Source: an optimization exercise on an open RTL-to-GDS flow (aim: small area). Production flows keep margins and buffers that such runs may drop.
The RTL was checked by simulation tests, not by an equivalence proof against the original design.
Power figures rest on the tool's default switching activity, not on a simulated workload.

## labibus_core
module labibus_core (
    input  wire         clk,
    input  wire         rst,
    input  wire         host_valid,
    output wire         host_ready,
    input  wire [1:0]   host_op,
    input  wire [7:0]   host_id,
    input  wire [15:0]  host_poll,
    input  wire [127:0] host_desc,
    input  wire [4:0]   host_desc_len,
    input  wire [63:0]  host_unit,
    input  wire [3:0]   host_unit_len,
    input  wire [31:0]  host_value,
    input  wire         rx_valid,
    input  wire [7:0]   rx_data,
    output wire         rx_ready,
    input  wire         turn_elapsed,
    input  wire         settle_elapsed,
    output wire         tx_valid,
    output reg  [7:0]   tx_data,
    input  wire         tx_ready,
    output wire         txc_clr,
    input  wire         txc,
    output reg          de,
    output reg          de_oe,
    output reg          uart_cfg_valid
);
export LEC_CHECK = 0
export CAP_MARGIN = 20
export CORE_MARGIN = 2
export CORE_UTILIZATION = 45
export PLACE_DENSITY = 0.65
export SLEW_MARGIN = 20
create_clock -name core_clock -period 20.0 [get_ports {clk}]
standard.sh (not shown) runs the stock make flow with config.mk's settings and CLKGATE_MAP_FILE= SYNTH_SCRIPT=/design/flow/synth_recipe.tcl, a recipe that flattens the netlist after the stock synthesis.
==> flow/flow/run.sh <==
#!/bin/bash
set -euo pipefail
export BUFFER_PORTS_ARGS="-buffer_cell sky130_fd_sc_hd__buf_1"
export CTS_ARGS="-sink_clustering_enable -repair_clock_nets -dont_use_dummy_load -sink_clustering_size 12 -sink_clustering_max_diameter 40 -buf_list {sky130_fd_sc_hd__clkbuf_4}"
bash standard.sh > standard_flow.log 2>&1
Next try:
--- a/flow/design.v
+++ b/flow/design.v
@@ -151,35 +151,40 @@
     wire       hostmode = (st == S_HW) || (st == S_HC) || (st == S_HL) || (st == S_HA);
     wire       key7     = hostmode ? host_id[7] : rid[7];
     wire       key      = hostmode ? host_id[c2[2:0]] : rid[c2[2:0]];
     wire       found_lookup = any_hit && !key7;
     wire       found_find   = any_hit || !n_occ[3];
     wire [3:0] mh_sel = mh_all[4*sel +: 4];
     wire       bh_sel = bh_all[sel];
-    wire [191:0] hring;      
+    wire [255:0] hring;
     genvar gh;
     generate
-        for (gh = 0; gh < 24; gh = gh + 1) begin : hmap
-            if (gh >= 8) begin : d
-                assign hring[8*gh +: 8] = {host_desc[8*(23-gh) +: 4], host_desc[8*(23-gh) + 4 +: 4]};
+        for (gh = 0; gh < 64; gh = gh + 1) begin : hmap
+            localparam integer HI = gh / 16;
+            localparam integer LO = gh % 16;
+            localparam integer BA = (((7 - LO / 2) & 7) << 2) | (3 - HI);    
+            localparam integer NB = (LO % 2 == 0) ? 4 : 0;                   
+            if (LO < 4) begin : none
+                assign hring[4*gh +: 4] = 4'h0;
+            end else if (BA >= 8) begin : d
+                assign hring[4*gh +: 4] = host_desc[8*(23-BA) + NB +: 4];
             end else begin : u
-                assign hring[8*gh +: 8] = {host_unit[8*(7-gh) +: 4], host_unit[8*(7-gh) + 4 +: 4]};
+                assign hring[4*gh +: 4] = host_unit[8*(7-BA) + NB +: 4];
             end
         end
     endgenerate
-    reg  [47:0]  c1_oh;
     reg  [3:0]   hnib;
     integer q;
     always @(*) begin
-        for (q = 0; q < 48; q = q + 1) c1_oh[q] = (c1 == q);
         hnib = 4'h0;
-        for (q = 0; q < 48; q = q + 1) hnib = hnib | ({4{c1_oh[q]}} & hring[4*q +: 4]);
+        for (q = 0; q < 64; q = q + 1)
+            if (q % 16 >= 4) hnib = hnib | ({4{c1 == q}} & hring[4*q +: 4]);
     end
-    wire         hkeep = (c1[5] || c1[4]) ? ({1'b0, ~c1[5], ~c1[3:1]} < host_desc_len)
-                                          : ({1'b0, ~c1[3:1]} < host_unit_len);
+    wire         hkeep = !(c1[3] && c1[2]) ? ({1'b0, c1[3], c1[1], c1[5:4]} < host_desc_len)
+                                           : ({1'b0, c1[1], c1[5:4]} < host_unit_len);
     assign wnib = hkeep ? hnib : 4'h0;
     reg sbit;
     always @(*) begin
         if (c2 < 6'd32)       sbit = host_value[~c2[4:0]];
         else if (c2 < 6'd48)  sbit = host_poll[~c2[3:0]];
         else                  sbit = host_id[c2[2:0]];
     end
@@ -269,23 +274,23 @@
                           (st == S_HA) || (st == S_EW) || (st == S_EC);
     wire [3:0] br_in    = br_clear ? 4'h0 :
                           cv_step  ? {br_adj[2:0], (ph_eff == 4'd0) ? dd_bit : carry} :
                           inc_step ? br_inc :
                                      br[3:0];
     always @(posedge clk) begin
         uart_cfg_valid <= 1'b0;
-        c1 <= (c1 == 6'd47) ? 6'd0 : c1 + 6'd1;
+        c1 <= (c1[3:0] == 4'd15) ? {c1[5:4] + 2'd1, 4'd4} : c1 + 6'd1;
         c2 <= (c2 >= 6'd5) ? c2 - 6'd5 : c2 + 6'd51;
         br <= {br_in, br[43:4]};
         ph <= (ph_eff == 4'd10) ? 4'd0 : ph_eff + 4'd1;
         if (cv_step) carry <= br_adj[3];
         else if (inc_step) carry <= inc_wrap;
         if (rst) begin
             st    <= S_IDLE;
-            c1    <= 6'd0;
+            c1    <= 6'd4;
             c2    <= 6'd0;
             n_occ <= 4'd0;
             fa_n  <= 5'd0;
             de    <= 1'b0;
             de_oe <= 1'b0;
         end else begin
             if ((st == S_HW || st == S_EW) && c2_last)
@@ -396,15 +401,15 @@
                     end
                 end
                 S_DOT:   if (tx_fire) begin a <= a - 5'd1; st <= S_DIG; end
                 S_BAR1:  if (tx_fire) begin
                     a  <= 5'd23;
                     st <= r_poll ? S_CRC : S_F0;
                 end
-                S_F0: if (c1 == {a, 1'b0}) begin
+                S_F0: if (c1 == {~a[1:0], ~a[4:2], 1'b0}) begin
                     rid     <= {rid[3:0], mh_sel};
                     st      <= S_F1;
                 end
                 S_F1: begin
                     rid     <= {rid[3:0], mh_sel};
                     st      <= S_CHR;
                 end
The new run ran to the end with no violations.
Cell area falls by 0.31%.
Clock power hardly moves.
Power rises by 1.3%.
Global-route usage falls by 1.3 points.
Routed wire length falls by 8.3%.
Register-to-register slack loses 0.08 ns.
Via count falls by 3.8%.
Setup slack loses 0.028 ns.
Non-clock buffer count rises by 11.
Sequential share of layout area rises by 0.24 points.
Critical path depth rises by 1.

separate check: timing with driven ports:
How much do the figures lean on ideal ports? The routed layouts below were timed once more, with nothing changed but the port constraints. Step 1 (the two cells are an assumption about what drives the block):
set clk [get_ports {clk}]
set_driving_cell -lib_cell sky130_fd_sc_hd__clkbuf_16 $clk
set_driving_cell -lib_cell sky130_fd_sc_hd__buf_2 [delete_from_list [all_inputs] $clk]
Step 2 adds t to the input delays and takes it off the output delays; t is the mean of the earliest and latest rising clock arrival at the registers after step 1. Input paths then give back, and output paths get back, about the clock's delay inside the block. Slacks: ideal / step 1 / step 2; pairs: ideal / step 1.
run	t (ns)	slack for setup (ns)	hold slack, ns	clock arrival spread, ns	worst slew at a driven data input, ns
the first run	1.078	11.169 / 11.148 / 11.148	0.240 / 0.240 / 0.240	0.131 / 0.131	0.08
the second run	1.069	11.141 / 11.115 / 11.115	0.267 / 0.267 / 0.267	0.128 / 0.128	0.11
After both steps setup and hold are still met in every run listed. For the second run, which loses most, drivers alone change the setup slack by -0.026 ns; drivers and shift together by -0.026 ns.
